Context: an optimization exercise on an open-source flow, tuned for small area, a short achievable clock period and few clock cycles per item. The choices shown serve that exercise and are no tape-out recipe. In this exercise RTL edits were held to simulation tests only and were not proved equivalent to the original. No activity file was given, so power comes from the tool's default toggle rates.

## xb64_engine
module xb64_engine (
    input  wire        clk,
    input  wire        rst,
    input  wire        cmd_valid,
    output wire        cmd_ready,
    input  wire [2:0]  cmd_op,
    input  wire [4:0]  cmd_klen,
    input  wire [7:0]  cmd_tlen,
    input  wire        in_valid,
    output wire        in_ready,
    input  wire [7:0]  in_data,
    output wire        out_valid,
    input  wire        out_ready,
    output wire [7:0]  out_data,
    output wire        done,
    output wire [2:0]  err_code,
    output wire [15:0] err_info
);
For scale: ~400 flip-flops, ~60 I/O pins.
Settings: LEC_CHECK=0, CAP_MARGIN=20, CORE_MARGIN=2, CORE_UTILIZATION=40, CTS_BUF_LIST=sky130_fd_sc_hd__clkbuf_16, CTS_CLUSTER_DIAMETER=80, CTS_CLUSTER_SIZE=30, SLEW_MARGIN=20; clock period 10.0 ns.
standard.sh (not shown) runs the stock make flow with config.mk's settings and CLKGATE_MAP_FILE= SYNTH_SCRIPT=/design/flow/synth_recipe.tcl, a recipe that flattens the netlist after the stock synthesis.
==> flow/flow/run.sh <==
#!/bin/bash
# The standard layout, with plain buffers on the ports (instead of the
# delay-cell buffers the resizer picks by default) and repair_timing aiming
# for extra setup slack.  Each tool's output goes to the ORFS logs; make's
# own output goes to standard.log here.
set -euo pipefail
export BUFFER_PORTS_ARGS="-buffer_cell sky130_fd_sc_hd__buf_2"
export SETUP_SLACK_MARGIN=6.9
bash standard.sh > standard.log 2>&1
Testbench counts at the start, summed over its fixed seeds: cycles 27,810, bytes 23,804.
Next try:
--- a/flow/design.v
+++ b/flow/design.v
@@ -228,24 +228,12 @@
         end else if (e_tail) begin
             gp_n = gp + 2'd1;
             padm_n = !(padm && gp == 2'd3);
         end
     end
     wire ehold_n = (gp_n == 2'd3) && !padm_n;
-    wire gdone    = intake && tcnt[1:0] == 2'd3 && !dead && !bad_now;
-    wire em_n     = !idle && !(emit && e == elast) && (gdone || em);
-    wire eqe_n    = gdone ? (tlast && d_pad && prevpad) :
-                    emit ? (e + 2'd1 == elast) : (e == elast);
-    wire m_sil_n  = idle ? c_sil : m_sil;
-    wire m_enc_n  = idle ? (!c_sil && (cmd_op == 3'd0 || cmd_op == 3'd2)) : m_enc;
-    wire m_dec_n  = idle ? (!c_sil && (cmd_op == 3'd1 || cmd_op == 3'd3)) : m_dec;
-    wire run_n    = ptxt_n && !dpend_n && !sv_n;
-    wire fin_n    = run_n && (m_sil_n ? tdone_n :
-                              m_enc_n ? (tdone_n && ((gp_n == 2'd0 && !padm_n) || gp_n == 2'd3)) :
-                              m_dec_n ? (tdone_n && (!em_n || eqe_n)) :
-                                        (tdone_n || (av_n && tlast_n)));
     wire ir_n = (pkey_n && (!av_n || ((kfirst_n || qz_n) && (!klast_n || !tdone_n)))) ||
                 (ptxt_n && !tdone_n &&
                  (!av_n || (!dpend_n && !sv_n && !ehold_n && !tlast_n)));
     always @(posedge clk)
         ring <= {cons_key ? a : ring[7:0], ring[247:8]};
     always @(posedge clk) begin
@@ -260,13 +248,13 @@
             dpend  <= 1'b0;
             done_r <= 1'b0;
             em     <= 1'b0;
             gp     <= 2'd0;
             padm   <= 1'b0;
         end else begin
-            idle   <= (!pkey_n && !ptxt_n) || fin_n;
+            idle   <= !pkey_n && !ptxt_n;
             pkey   <= pkey_n;
             ptxt   <= ptxt_n;
             av     <= av_n;
             ir     <= ir_n;
             sv     <= sv_n;
             dpend  <= dpend_n;
@@ -274,13 +262,13 @@
             gp     <= gp_n;
             padm   <= padm_n;
             if (pv && ofree) ov <= 1'b1;
             else if (!sv && out_ready) ov <= 1'b0;
             if (idle) em <= 1'b0;
             else if (emit && e == elast) em <= 1'b0;
-            else if (gdone) em <= 1'b1;
+            else if (intake && tcnt[1:0] == 2'd3 && !dead && !bad_now) em <= 1'b1;
         end
     end
     always @(posedge clk) begin
         kfirst <= kfirst_n;
         qz     <= qz_n;
         tdone  <= tdone_n;
Result:
- total power increases by a few percent
- worst setup slack gets worse by 76 ps
- maximum frequency fell by a few percent
- worst hold slack is about the same
- synthesized area is lower slightly
- first-iteration DRC count falls slightly
- routed wire length falls by a few percent
- utilization hardly moves
- register-to-register slack is better by 30 ps
Testbench counts after the change, summed over its fixed seeds: cycles 27,994, bytes 23,804.

-- separate check: timing with driven ports --
Ports are ideal in the flow. The routed layouts listed here were re-timed in OpenROAD. Step 1: set_driving_cell puts a clkbuf_16 on clk and a buf_2 on each other input, an assumption about the parent block. Step 2 also shifts input and output timing later by t, the mid clock arrival at the registers, as if the neighbouring blocks saw the same clock. Slacks: ideal / step 1 / step 2; pairs: ideal / step 1.
run	t (ns)	setup slack, ns	worst setup path after step 2	cell pins on the clock port's net
the first run	0.577	6.939 / 6.888 / 6.382	input to register	1
the second run	0.581	6.863 / 6.810 / 6.427	input to register	1
After both steps every run listed still meets setup and hold. For the first run, which loses most, drivers alone change the setup slack by -0.051 ns; drivers and shift together by -0.557 ns.
